This design comes from an exercise in tuning for small area, a short achievable clock period and few clock cycles on the open sky130 flow, not from production work. Where RTL was checked, it was by simulation tests only, not by an equivalence proof against the original. Power and IR drop assume default switching activity.

==> inputs of fjord <==
// t1_codec
module t1_codec (
    input  wire        clk,
    input  wire        rst,
    input  wire        tx_in_valid,
    output wire        tx_in_ready,
    input  wire [7:0]  tx_in_data,
    input  wire        tx_in_crc,
    output wire        tx_out_valid,
    input  wire        tx_out_ready,
    output wire [7:0]  tx_out_data,
    output wire        tx_out_last,
    input  wire        rx_in_valid,
    output wire        rx_in_ready,
    input  wire [7:0]  rx_in_data,
    input  wire        rx_in_crc,
    input  wire        rx_ns_slave,
    input  wire        rx_ns_master,
    input  wire        rx_orig_chained,
    input  wire [7:0]  rx_last_tx_pcb,
    output wire        rx_data_valid,
    input  wire        rx_data_ready,
    output wire [7:0]  rx_data,
    output wire        rx_stat_valid,
    input  wire        rx_stat_ready,
    output wire [7:0]  rx_stat_nad,
    output wire [7:0]  rx_stat_pcb,
    output wire [7:0]  rx_stat_len,
    output wire [1:0]  rx_stat_kind,
    output wire [15:0] rx_stat_cksum,
    output wire [2:0]  rx_stat_code
);
clock: 4.0 ns
lec_check: 0
abc_area: 1
cap_margin: 20
core_margin: 2
core_utilization: 40
setup_slack_margin: 2.0
slew_margin: 20
buffer_ports_args: -buffer_cell sky130_fd_sc_hd__buf_2
cts_args: -sink_clustering_enable -repair_clock_nets -dont_use_dummy_load -sink_clustering_size 30 -sink_clustering_max_diameter 80 -buf_list {sky130_fd_sc_hd__clkbuf_4 sky130_fd_sc_hd__clkbuf_8}
standard.sh (not shown) runs the stock make flow with config.mk's settings and CLKGATE_MAP_FILE= SYNTH_SCRIPT=/design/flow/synth_recipe.tcl, a recipe that flattens the netlist after the stock synthesis.
==> flow/flow/run.sh <==
#!/bin/bash
# The standard layout, with plain buffers on the ports, sizing free to
# change a cell's footprint, and a clock tree of fewer, larger clusters
# without dummy loads.
set -euo pipefail
cat >> config.mk <<'MK'
export BUFFER_PORTS_ARGS = -buffer_cell sky130_fd_sc_hd__buf_2
export CTS_ARGS = -sink_clustering_enable -repair_clock_nets -dont_use_dummy_load -sink_clustering_size 30 -sink_clustering_max_diameter 80 -buf_list {sky130_fd_sc_hd__clkbuf_4 sky130_fd_sc_hd__clkbuf_8}
MK
bash standard.sh MATCH_CELL_FOOTPRINT=0 finish > standard.log 2>&1
==> indigo: changes against fjord <==
==> flow/flow/run.sh (replaced) <==
#!/bin/bash
# The standard layout, with plain buffers on the ports and sizing free to
# change a cell's footprint.
set -euo pipefail
cat >> config.mk <<'MK'
export BUFFER_PORTS_ARGS = -buffer_cell sky130_fd_sc_hd__buf_2
MK
bash standard.sh MATCH_CELL_FOOTPRINT=0 finish > standard.log 2>&1
--- a/flow/config.mk
+++ b/flow/config.mk
@@ -13,3 +13,2 @@
 export SLEW_MARGIN = 20
 export BUFFER_PORTS_ARGS = -buffer_cell sky130_fd_sc_hd__buf_2
-export CTS_ARGS = -sink_clustering_enable -repair_clock_nets -dont_use_dummy_load -sink_clustering_size 30 -sink_clustering_max_diameter 80 -buf_list {sky130_fd_sc_hd__clkbuf_4 sky130_fd_sc_hd__clkbuf_8}
==> summary.txt <==
Outcome
  • Outcome: timing/DRC/antenna clean

Power and ir drop
  • LEAKAGE: 0.00434 uW
  • Logic pwr share: 0.132
  • Sw Ratio: 0.261

Finish
  • Finished Cell Area: 0.00915 mm2

Global route
  • Met2 global-route usage: 0.347
  • Overall Global Routing Usage: 0.210

STA
  • Worst-margin pin slew: 0.778 ns
  • Minimum clock period: 1.95 ns

Route
  • Total number of vias: 6624
  • Iter 0 DRT Violations: 514
That was indigo.
==> summary.txt <==
Outcome
  • Outcome: timing/DRC/antenna clean

STA
  • Worst-margin pin slew: 0.789 ns

Finish
  • Finished Cell Area: 0.00870 mm2

Power and ir drop
  • LEAKAGE: 0.00412 uW
  • Logic pwr share: 0.175
  • Sw Ratio: 0.282

Global route
  • Overall Global Routing Usage: 0.208
  • Met2 global-route usage: 0.348
That was fjord.
Testbench counts of fjord, summed over its fixed seeds: cycles 17,575.
Testbench counts of indigo, summed over its fixed seeds: cycles 17,575.

==> run G <==
==> flow/design.v <==
module t1_crc16_byte (
    input  wire [15:0] crc_in,
    input  wire [7:0]  data,
    output wire [15:0] crc_out
);
    wire [7:0] x = crc_in[7:0] ^ data;
    wire p04 = x[0] ^ x[4];
    wire p15 = x[1] ^ x[5];
    wire p26 = x[2] ^ x[6];
    wire p37 = x[3] ^ x[7];
    assign crc_out = {p37, p26, p15, p04, x[3],
                      x[2] ^ p37, x[1] ^ p26, x[0] ^ p15,
                      p04 ^ crc_in[15], x[3] ^ crc_in[14], x[2] ^ crc_in[13], x[1] ^ crc_in[12],
                      x[0] ^ p37 ^ crc_in[11], p26 ^ crc_in[10], p15 ^ crc_in[9], p04 ^ crc_in[8]};
endmodule
module t1_check_pcb (
    input  wire [7:0] pcb,
    input  wire       ns_slave,
    input  wire       ns_master,
    input  wire       orig_chained,
    input  wire [7:0] last_tx_pcb,
    output reg  [2:0] code
);
    wire is_i = !pcb[7];
    wire is_r = pcb[7] && !pcb[6];
    wire rsv_ok = is_i ? (pcb[4:0] == 5'd0) :
                  is_r ? (pcb[6:5] == 2'd0 && pcb[3:2] == 2'd0) :
                         !pcb[4];
    wire seq_ok = is_i ? (pcb[6] == ns_slave) :
                  is_r ? (orig_chained || (pcb[4] == ns_master)) :
                         1'b1;
    wire sent_s_req = (last_tx_pcb[7:6] == 2'b11) && !last_tx_pcb[5];
    wire match_ok   = !sent_s_req || (pcb == (last_tx_pcb | 8'h20));
    always @* begin
        if (!rsv_ok)        code = 3'd2;
        else if (!seq_ok)   code = 3'd4;
        else if (!match_ok) code = 3'd5;
        else                code = 3'd0;
    end
endmodule
module t1_check_len (
    input  wire [7:0] pcb,
    input  wire [7:0] len,
    output reg        len_ok
);
    always @* begin
        if (len == 8'd255)
            len_ok = 1'b0;
        else if (!pcb[7])
            len_ok = 1'b1;                  
        else if (!pcb[6])
            len_ok = (len == 8'd0);
        else begin
            case (pcb[3:0])
                4'h1, 4'h3: len_ok = (len == 8'd1);
                4'h0, 4'h2: len_ok = (len == 8'd0);
                4'hF:       len_ok = 1'b1;
                default:    len_ok = 1'b0;
            endcase
        end
    end
endmodule
module t1_tx_framer (
    input  wire       clk,
    input  wire       rst,
    input  wire       in_valid,
    output wire       in_ready,
    input  wire [7:0] in_data,
    input  wire       in_crc,
    output reg        out_valid,
    input  wire       out_ready,
    output reg  [7:0] out_data,
    output wire       out_last
);
    localparam S_NAD  = 3'd0;
    localparam S_PCB  = 3'd1;
    localparam S_LEN  = 3'd2;
    localparam S_DATA = 3'd3;
    localparam S_CK0  = 3'd4;
    localparam S_CK1  = 3'd5;
    reg  [2:0]  state;
    reg         use_crc;
    reg  [7:0]  remaining;
    reg  [15:0] acc;
    assign out_last = (state == S_NAD);
    reg  hdr_r, rbase;
    wire out_free = !out_valid || out_ready;
    wire hdr      = hdr_r;
    assign in_ready = rbase || (hdr_r && out_ready);
    wire load_b   = in_valid && in_ready;
    wire load_ck  = !hdr && out_free;
    wire        mode = (state == S_NAD) ? in_crc : use_crc;
    wire [15:0] crc_next;
    t1_crc16_byte u_crc (.crc_in(acc), .data(in_data), .crc_out(crc_next));
    reg [2:0] state_n;
    reg       ov_n;
    always @* begin
        state_n = state;
        ov_n    = out_valid && !out_ready;
        if (load_b) begin
            ov_n = 1'b1;
            case (state)
                S_NAD:   state_n = S_PCB;
                S_PCB:   state_n = S_LEN;
                S_LEN:   state_n = (in_data == 8'd0) ? S_CK0 : S_DATA;
                default: if (remaining == 8'd1) state_n = S_CK0;
            endcase
        end
        if (load_ck) begin
            ov_n    = 1'b1;
            state_n = (state == S_CK0 && use_crc) ? S_CK1 : S_NAD;
        end
    end
    always @(posedge clk) begin
        if (rst) begin
            state     <= S_NAD;
            out_valid <= 1'b0;
            acc       <= 16'hFFFF;
            hdr_r     <= 1'b1;
            rbase     <= 1'b1;
        end else begin
            if (out_free)
                out_valid <= 1'b0;
            if (load_b) begin
                out_valid <= 1'b1;
                out_data  <= in_data;
                acc       <= mode ? crc_next : {acc[15:8], acc[7:0] ^ in_data};
                case (state)
                    S_NAD: begin
                        use_crc <= in_crc;
                        state   <= S_PCB;
                    end
                    S_PCB: state <= S_LEN;
                    S_LEN: begin
                        remaining <= in_data;
                        state     <= (in_data == 8'd0) ? S_CK0 : S_DATA;
                    end
                    default: begin
                        remaining <= remaining - 8'd1;
                        if (remaining == 8'd1)
                            state <= S_CK0;
                    end
                endcase
            end
            hdr_r <= !state_n[2];
            rbase <= !state_n[2] && !ov_n;
            if (load_ck) begin
                out_valid <= 1'b1;
                out_data  <= ~acc[7:0];
                acc       <= {8'hFF, acc[15:8]};
                if (state == S_CK0 && use_crc) begin
                    state    <= S_CK1;
                end else begin
                    state    <= S_NAD;
                end
            end
        end
    end
endmodule
module t1_rx_deframer (
    input  wire        clk,
    input  wire        rst,
    input  wire        in_valid,
    output wire        in_ready,
    input  wire [7:0]  in_data,
    input  wire        in_crc,
    input  wire        ns_slave,
    input  wire        ns_master,
    input  wire        orig_chained,
    input  wire [7:0]  last_tx_pcb,
    output wire        data_valid,
    input  wire        data_ready,
    output wire [7:0]  data_out,
    output reg         stat_valid,
    input  wire        stat_ready,
    output reg  [7:0]  stat_nad,
    output reg  [7:0]  stat_pcb,
    output reg  [7:0]  stat_len,
    output wire [1:0]  stat_kind,
    output wire [15:0] stat_cksum,
    output reg  [2:0]  stat_code
);
    reg st_nad, st_pcb, st_len, st_data, st_drop, st_ck0, st_ck1;
    reg  [7:0]  h;
    reg         hv;
    reg         use_crc;
    reg  [7:0]  remaining;
    reg  [15:0] acc;
    reg         go;
    reg         rbase;
    reg         wait_nad;
    reg         data_valid_r;
    assign stat_cksum = acc;
    assign stat_kind  = {stat_pcb[7] & stat_pcb[6], stat_pcb[7] & ~stat_pcb[6]};
    assign data_out   = h;
    assign data_valid = data_valid_r;
    wire cons = go || (wait_nad && stat_ready) || (data_valid_r && data_ready);
    assign in_ready = rbase || (wait_nad && stat_ready) || (data_valid_r && data_ready);
    wire last = (st_ck0 && !use_crc) || st_ck1;
    wire data_end = (remaining == 8'd1);
    wire        mode     = st_nad ? in_crc : use_crc;
    wire [15:0] acc_base = acc | {16{st_nad}};
    wire [15:0] crc_next;
    t1_crc16_byte u_crc (.crc_in(acc_base), .data(h), .crc_out(crc_next));
    wire [15:0] acc_next = mode ? crc_next : {acc_base[15:8], acc_base[7:0] ^ h};
    wire [2:0] pcb_code;
    t1_check_pcb u_chk_pcb (
        .pcb         (h),
        .ns_slave    (ns_slave),
        .ns_master   (ns_master),
        .orig_chained(orig_chained),
        .last_tx_pcb (last_tx_pcb),
        .code        (pcb_code)
    );
    wire len_ok;
    t1_check_len u_chk_len (.pcb(stat_pcb), .len(h), .len_ok(len_ok));
    wire ck_match = (h == ~acc[7:0]);
    reg hv_n, nad_n, pcb_n, len_n, data_n, drop_n, ck0_n, ck1_n, sv_n;
    always @* begin
        hv_n   = in_ready ? in_valid : hv;
        nad_n  = st_nad;
        pcb_n  = st_pcb;
        len_n  = st_len;
        data_n = st_data;
        drop_n = st_drop;
        ck0_n  = st_ck0;
        ck1_n  = st_ck1;
        sv_n   = stat_valid && !stat_ready;
        if (cons) begin
            nad_n  = last;
            pcb_n  = st_nad;
            len_n  = st_pcb;
            data_n = (st_len && h != 8'd0) || (st_data && !data_end);
            drop_n = st_data && data_end && (&stat_len);
            ck0_n  = (st_len && h == 8'd0) || (st_data && data_end && !(&stat_len)) ||
                     st_drop;
            ck1_n  = st_ck0 && use_crc;
            if (last)
                sv_n = 1'b1;
        end
    end
    always @(posedge clk) begin
        if (rst) begin
            hv           <= 1'b0;
            st_nad       <= 1'b1;
            st_pcb       <= 1'b0;
            st_len       <= 1'b0;
            st_data      <= 1'b0;
            st_drop      <= 1'b0;
            st_ck0       <= 1'b0;
            st_ck1       <= 1'b0;
            stat_valid   <= 1'b0;
            go           <= 1'b0;
            rbase        <= 1'b1;
            wait_nad     <= 1'b0;
            data_valid_r <= 1'b0;
        end else begin
            hv           <= hv_n;
            st_nad       <= nad_n;
            st_pcb       <= pcb_n;
            st_len       <= len_n;
            st_data      <= data_n;
            st_drop      <= drop_n;
            st_ck0       <= ck0_n;
            st_ck1       <= ck1_n;
            stat_valid   <= sv_n;
            go           <= hv_n && ((!nad_n && !data_n) || (nad_n && !sv_n));
            rbase        <= !hv_n || (!nad_n && !data_n) || (nad_n && !sv_n);
            wait_nad     <= hv_n && nad_n;
            data_valid_r <= hv_n && data_n;
        end
        if (in_ready)
            h <= in_data;
        if (cons && !(st_ck0 || st_ck1))
            acc <= acc_next;
        if (cons && st_nad) begin
            stat_nad <= h;
            use_crc  <= in_crc;
        end
        if (cons && st_pcb) begin
            stat_pcb  <= h;
            stat_code <= pcb_code;
        end
        if (cons && st_len) begin
            stat_len  <= h;
            remaining <= {h[7:1], h[0] & ~(&h)};
            if (stat_code != 3'd2 && !len_ok)
                stat_code <= 3'd3;
        end
        if (cons && st_data)
            remaining <= remaining - 8'd1;
        if (cons && (st_ck0 || st_ck1)) begin
            acc <= use_crc ? {h, acc[15:8]} : {8'h00, h};
            if (!ck_match)
                stat_code <= 3'd1;
        end
    end
endmodule
module t1_codec (
    input  wire        clk,
    input  wire        rst,
    input  wire        tx_in_valid,
    output wire        tx_in_ready,
    input  wire [7:0]  tx_in_data,
    input  wire        tx_in_crc,
    output wire        tx_out_valid,
    input  wire        tx_out_ready,
    output wire [7:0]  tx_out_data,
    output wire        tx_out_last,
    input  wire        rx_in_valid,
    output wire        rx_in_ready,
    input  wire [7:0]  rx_in_data,
    input  wire        rx_in_crc,
    input  wire        rx_ns_slave,
    input  wire        rx_ns_master,
    input  wire        rx_orig_chained,
    input  wire [7:0]  rx_last_tx_pcb,
    output wire        rx_data_valid,
    input  wire        rx_data_ready,
    output wire [7:0]  rx_data,
    output wire        rx_stat_valid,
    input  wire        rx_stat_ready,
    output wire [7:0]  rx_stat_nad,
    output wire [7:0]  rx_stat_pcb,
    output wire [7:0]  rx_stat_len,
    output wire [1:0]  rx_stat_kind,
    output wire [15:0] rx_stat_cksum,
    output wire [2:0]  rx_stat_code
);
    t1_tx_framer u_tx (
        .clk      (clk),
        .rst      (rst),
        .in_valid (tx_in_valid),
        .in_ready (tx_in_ready),
        .in_data  (tx_in_data),
        .in_crc   (tx_in_crc),
        .out_valid(tx_out_valid),
        .out_ready(tx_out_ready),
        .out_data (tx_out_data),
        .out_last (tx_out_last)
    );
    t1_rx_deframer u_rx (
        .clk         (clk),
        .rst         (rst),
        .in_valid    (rx_in_valid),
        .in_ready    (rx_in_ready),
        .in_data     (rx_in_data),
        .in_crc      (rx_in_crc),
        .ns_slave    (rx_ns_slave),
        .ns_master   (rx_ns_master),
        .orig_chained(rx_orig_chained),
        .last_tx_pcb (rx_last_tx_pcb),
        .data_valid  (rx_data_valid),
        .data_ready  (rx_data_ready),
        .data_out    (rx_data),
        .stat_valid  (rx_stat_valid),
        .stat_ready  (rx_stat_ready),
        .stat_nad    (rx_stat_nad),
        .stat_pcb    (rx_stat_pcb),
        .stat_len    (rx_stat_len),
        .stat_kind   (rx_stat_kind),
        .stat_cksum  (rx_stat_cksum),
        .stat_code   (rx_stat_code)
    );
endmodule
==> flow/flow/run.sh <==
#!/bin/bash
# The standard layout, with: plain buffers on the ports; sizing free to
# change a cell's footprint; a clock tree of larger clusters of small
# clock buffers without dummy loads; and a delay-constrained (map -D), area-recovering ABC mapping
# script (flow/abc_area.script) in place of ORFS's (ABC_AREA is set).
# Everything else, registers included, is the standard synthesis and flow.
set -euo pipefail
here=$(pwd)
rm -rf "$here/scripts"
cp -r "$FLOW_HOME/scripts" "$here/scripts"
cp "$here/flow/abc_area.script" "$here/scripts/abc_area.script"
cat >> config.mk <<'MK'
export BUFFER_PORTS_ARGS = -buffer_cell sky130_fd_sc_hd__buf_1
export CTS_ARGS = -sink_clustering_enable -repair_clock_nets -dont_use_dummy_load -sink_clustering_size 30 -sink_clustering_max_diameter 80 -buf_list {sky130_fd_sc_hd__clkbuf_4 sky130_fd_sc_hd__clkbuf_8}
MK
bash standard.sh MATCH_CELL_FOOTPRINT=0 SCRIPTS_DIR="$here/scripts" finish > standard.log 2>&1
==> flow/flow/abc_area.script <==
strash
dch -f
map -D 1000
topo
stime -c
buffer -c
upsize -c
dnsize -c
==> flow/standard.sh <==
#!/bin/bash
# synth_recipe.tcl (not shown) runs the flow's synth.tcl, then flattens the netlist and writes it again
# the make line also repeats each setting of config.mk as NAME=value (left out here)
make -C /OpenROAD-flow-scripts/flow DESIGN_CONFIG=/design/flow/config.mk WORK_HOME=/design/flow/orfs CLKGATE_MAP_FILE= SYNTH_SCRIPT=/design/flow/synth_recipe.tcl "${@:-finish}"
==> flow/config.mk <==
export PLATFORM = sky130hd
export DESIGN_NAME = t1_codec
export DESIGN_NICKNAME = t1_codec
export VERILOG_FILES = /design/flow/design.v
export SDC_FILE = /design/flow/constraint.sdc
export NUM_CORES = 4
export LEC_CHECK = 0
export ABC_AREA = 1
export CAP_MARGIN = 20
export CORE_MARGIN = 2
export CORE_UTILIZATION = 40
export SETUP_SLACK_MARGIN = 1.95
export SLEW_MARGIN = 20
export BUFFER_PORTS_ARGS = -buffer_cell sky130_fd_sc_hd__buf_1
export CTS_ARGS = -sink_clustering_enable -repair_clock_nets -dont_use_dummy_load -sink_clustering_size 30 -sink_clustering_max_diameter 80 -buf_list {sky130_fd_sc_hd__clkbuf_4 sky130_fd_sc_hd__clkbuf_8}
==> flow/constraint.sdc <==
create_clock -name core_clock -period 4.0 [get_ports {clk}]
set_input_delay 0.8000 -clock core_clock [delete_from_list [all_inputs] [get_ports {clk}]]
set_output_delay 0.8000 -clock core_clock [all_outputs]
set_load 0.01 [all_outputs]
==> run Y: changes against run G <==
--- a/flow/design.v
+++ b/flow/design.v
@@ -84,8 +84,7 @@
     reg  [15:0] acc;
     assign out_last = (state == S_NAD);
-    reg  hdr_r, rbase;
     wire out_free = !out_valid || out_ready;
-    wire hdr      = hdr_r;
-    assign in_ready = rbase || (hdr_r && out_ready);
+    wire hdr      = !state[2];                
+    assign in_ready = hdr && out_free;
     wire load_b   = in_valid && in_ready;
     wire load_ck  = !hdr && out_free;
@@ -93,23 +92,4 @@
     wire [15:0] crc_next;
     t1_crc16_byte u_crc (.crc_in(acc), .data(in_data), .crc_out(crc_next));
-    reg [2:0] state_n;
-    reg       ov_n;
-    always @* begin
-        state_n = state;
-        ov_n    = out_valid && !out_ready;
-        if (load_b) begin
-            ov_n = 1'b1;
-            case (state)
-                S_NAD:   state_n = S_PCB;
-                S_PCB:   state_n = S_LEN;
-                S_LEN:   state_n = (in_data == 8'd0) ? S_CK0 : S_DATA;
-                default: if (remaining == 8'd1) state_n = S_CK0;
-            endcase
-        end
-        if (load_ck) begin
-            ov_n    = 1'b1;
-            state_n = (state == S_CK0 && use_crc) ? S_CK1 : S_NAD;
-        end
-    end
     always @(posedge clk) begin
         if (rst) begin
@@ -117,6 +97,4 @@
             out_valid <= 1'b0;
             acc       <= 16'hFFFF;
-            hdr_r     <= 1'b1;
-            rbase     <= 1'b1;
         end else begin
             if (out_free)
@@ -143,6 +121,4 @@
                 endcase
             end
-            hdr_r <= !state_n[2];
-            rbase <= !state_n[2] && !ov_n;
             if (load_ck) begin
                 out_valid <= 1'b1;
@@ -187,14 +163,11 @@
     reg  [7:0]  remaining;
     reg  [15:0] acc;
-    reg         go;
-    reg         rbase;
-    reg         wait_nad;
-    reg         data_valid_r;
     assign stat_cksum = acc;
     assign stat_kind  = {stat_pcb[7] & stat_pcb[6], stat_pcb[7] & ~stat_pcb[6]};
     assign data_out   = h;
-    assign data_valid = data_valid_r;
-    wire cons = go || (wait_nad && stat_ready) || (data_valid_r && data_ready);
-    assign in_ready = rbase || (wait_nad && stat_ready) || (data_valid_r && data_ready);
+    assign data_valid = hv && st_data;
+    wire stat_free = !stat_valid || stat_ready;
+    wire cons = hv && (st_nad ? stat_free : st_data ? data_ready : 1'b1);
+    assign in_ready = !hv || cons;
     wire last = (st_ck0 && !use_crc) || st_ck1;
     wire data_end = (remaining == 8'd1);
@@ -216,82 +189,58 @@
     t1_check_len u_chk_len (.pcb(stat_pcb), .len(h), .len_ok(len_ok));
     wire ck_match = (h == ~acc[7:0]);
-    reg hv_n, nad_n, pcb_n, len_n, data_n, drop_n, ck0_n, ck1_n, sv_n;
-    always @* begin
-        hv_n   = in_ready ? in_valid : hv;
-        nad_n  = st_nad;
-        pcb_n  = st_pcb;
-        len_n  = st_len;
-        data_n = st_data;
-        drop_n = st_drop;
-        ck0_n  = st_ck0;
-        ck1_n  = st_ck1;
-        sv_n   = stat_valid && !stat_ready;
-        if (cons) begin
-            nad_n  = last;
-            pcb_n  = st_nad;
-            len_n  = st_pcb;
-            data_n = (st_len && h != 8'd0) || (st_data && !data_end);
-            drop_n = st_data && data_end && (&stat_len);
-            ck0_n  = (st_len && h == 8'd0) || (st_data && data_end && !(&stat_len)) ||
-                     st_drop;
-            ck1_n  = st_ck0 && use_crc;
-            if (last)
-                sv_n = 1'b1;
-        end
-    end
     always @(posedge clk) begin
         if (rst) begin
-            hv           <= 1'b0;
-            st_nad       <= 1'b1;
-            st_pcb       <= 1'b0;
-            st_len       <= 1'b0;
-            st_data      <= 1'b0;
-            st_drop      <= 1'b0;
-            st_ck0       <= 1'b0;
-            st_ck1       <= 1'b0;
-            stat_valid   <= 1'b0;
-            go           <= 1'b0;
-            rbase        <= 1'b1;
-            wait_nad     <= 1'b0;
-            data_valid_r <= 1'b0;
+            hv         <= 1'b0;
+            st_nad     <= 1'b1;
+            st_pcb     <= 1'b0;
+            st_len     <= 1'b0;
+            st_data    <= 1'b0;
+            st_drop    <= 1'b0;
+            st_ck0     <= 1'b0;
+            st_ck1     <= 1'b0;
+            stat_valid <= 1'b0;
         end else begin
-            hv           <= hv_n;
-            st_nad       <= nad_n;
-            st_pcb       <= pcb_n;
-            st_len       <= len_n;
-            st_data      <= data_n;
-            st_drop      <= drop_n;
-            st_ck0       <= ck0_n;
-            st_ck1       <= ck1_n;
-            stat_valid   <= sv_n;
-            go           <= hv_n && ((!nad_n && !data_n) || (nad_n && !sv_n));
-            rbase        <= !hv_n || (!nad_n && !data_n) || (nad_n && !sv_n);
-            wait_nad     <= hv_n && nad_n;
-            data_valid_r <= hv_n && data_n;
-        end
-        if (in_ready)
-            h <= in_data;
-        if (cons && !(st_ck0 || st_ck1))
-            acc <= acc_next;
-        if (cons && st_nad) begin
-            stat_nad <= h;
-            use_crc  <= in_crc;
-        end
-        if (cons && st_pcb) begin
-            stat_pcb  <= h;
-            stat_code <= pcb_code;
-        end
-        if (cons && st_len) begin
-            stat_len  <= h;
-            remaining <= {h[7:1], h[0] & ~(&h)};
-            if (stat_code != 3'd2 && !len_ok)
-                stat_code <= 3'd3;
-        end
-        if (cons && st_data)
-            remaining <= remaining - 8'd1;
-        if (cons && (st_ck0 || st_ck1)) begin
-            acc <= use_crc ? {h, acc[15:8]} : {8'h00, h};
-            if (!ck_match)
-                stat_code <= 3'd1;
+            if (in_ready) begin
+                h  <= in_data;
+                hv <= in_valid;
+            end
+            if (stat_valid && stat_ready)
+                stat_valid <= 1'b0;
+            if (cons) begin
+                st_nad  <= last;
+                st_pcb  <= st_nad;
+                st_len  <= st_pcb;
+                st_data <= (st_len && h != 8'd0) || (st_data && !data_end);
+                st_drop <= st_data && data_end && (&stat_len);
+                st_ck0  <= (st_len && h == 8'd0) || (st_data && data_end && !(&stat_len)) ||
+                           st_drop;
+                st_ck1  <= st_ck0 && use_crc;
+                if (last)
+                    stat_valid <= 1'b1;
+            end
+            if (cons && !(st_ck0 || st_ck1))
+                acc <= acc_next;
+            if (cons && st_nad) begin
+                stat_nad <= h;
+                use_crc  <= in_crc;
+            end
+            if (cons && st_pcb) begin
+                stat_pcb  <= h;
+                stat_code <= pcb_code;
+            end
+            if (cons && st_len) begin
+                stat_len  <= h;
+                remaining <= {h[7:1], h[0] & ~(&h)};
+                if (stat_code != 3'd2 && !len_ok)
+                    stat_code <= 3'd3;
+            end
+            if (cons && st_data) begin
+                remaining  <= remaining - 8'd1;
+            end
+            if (cons && (st_ck0 || st_ck1)) begin
+                acc <= use_crc ? {h, acc[15:8]} : {8'h00, h};
+                if (!ck_match)
+                    stat_code <= 3'd1;
+            end
         end
     end
--- a/flow/flow/run.sh
+++ b/flow/flow/run.sh
@@ -2,5 +2,5 @@
 # The standard layout, with: plain buffers on the ports; sizing free to
 # change a cell's footprint; a clock tree of larger clusters of small
-# clock buffers without dummy loads; and a delay-constrained (map -D), area-recovering ABC mapping
+# clock buffers without dummy loads; and an delay-constrained (map -D), area-recovering ABC mapping
 # script (flow/abc_area.script) in place of ORFS's (ABC_AREA is set).
 # Everything else, registers included, is the standard synthesis and flow.
==> summary of the runs <==
- In run G the maximum frequency is higher than in run Y, by about 12%.
- Between run Y and run G, the lower worst setup slack is in run Y (gap 240 ps).
- Between run G and run Y, the lower global-route usage is in run G (gap 0.80 points).
- Of run G and run Y, run G has the higher synthesized cell count (gap 2.6%, measured against run Y).
- In run G the combinational power is larger than in run Y, by about 7%.
Testbench counts of run G, summed over its fixed seeds: cycles 17,575.
No functional check of the RTL was part of run Y.

static timing again, ports no longer ideal:
The results above use ideal ports. As a check the final layouts listed here were re-extracted and re-timed, cells and wires unchanged. Step 1: set_driving_cell puts a clkbuf_16 on clk and a buf_2 on each other input, an assumption about the parent block. Step 2, shift: input delay + t, output delay - t, t = (earliest + latest rising clock arrival at the registers) / 2. This alone moves slack from input paths to output paths. Slacks: ideal ports / drivers / drivers and shift; pairs: ideal ports / drivers.
run | t (ns) | setup slack, ns | worst setup path after step 2 | slew at the worst register clock pin (ns) | worst slew at a driven data input, ns
fjord | 0.468 | 2.057 / 2.018 / 1.645 | input to register | 0.09 / 0.09 | 0.09
indigo | 0.462 | 2.049 / 2.001 / 1.625 | input to register | 0.06 / 0.06 | 0.09
run G | 0.412 | 1.967 / 1.934 / 1.704 | input to register | 0.11 / 0.11 | 0.05
run Y | 0.407 | 1.726 / 1.703 / 1.628 | input to register | 0.11 / 0.11 | 0.05
After both steps every run listed still meets setup and hold. The setup slack of indigo, which loses most, moves by -0.048 ns with the drivers and by -0.424 ns with both steps.
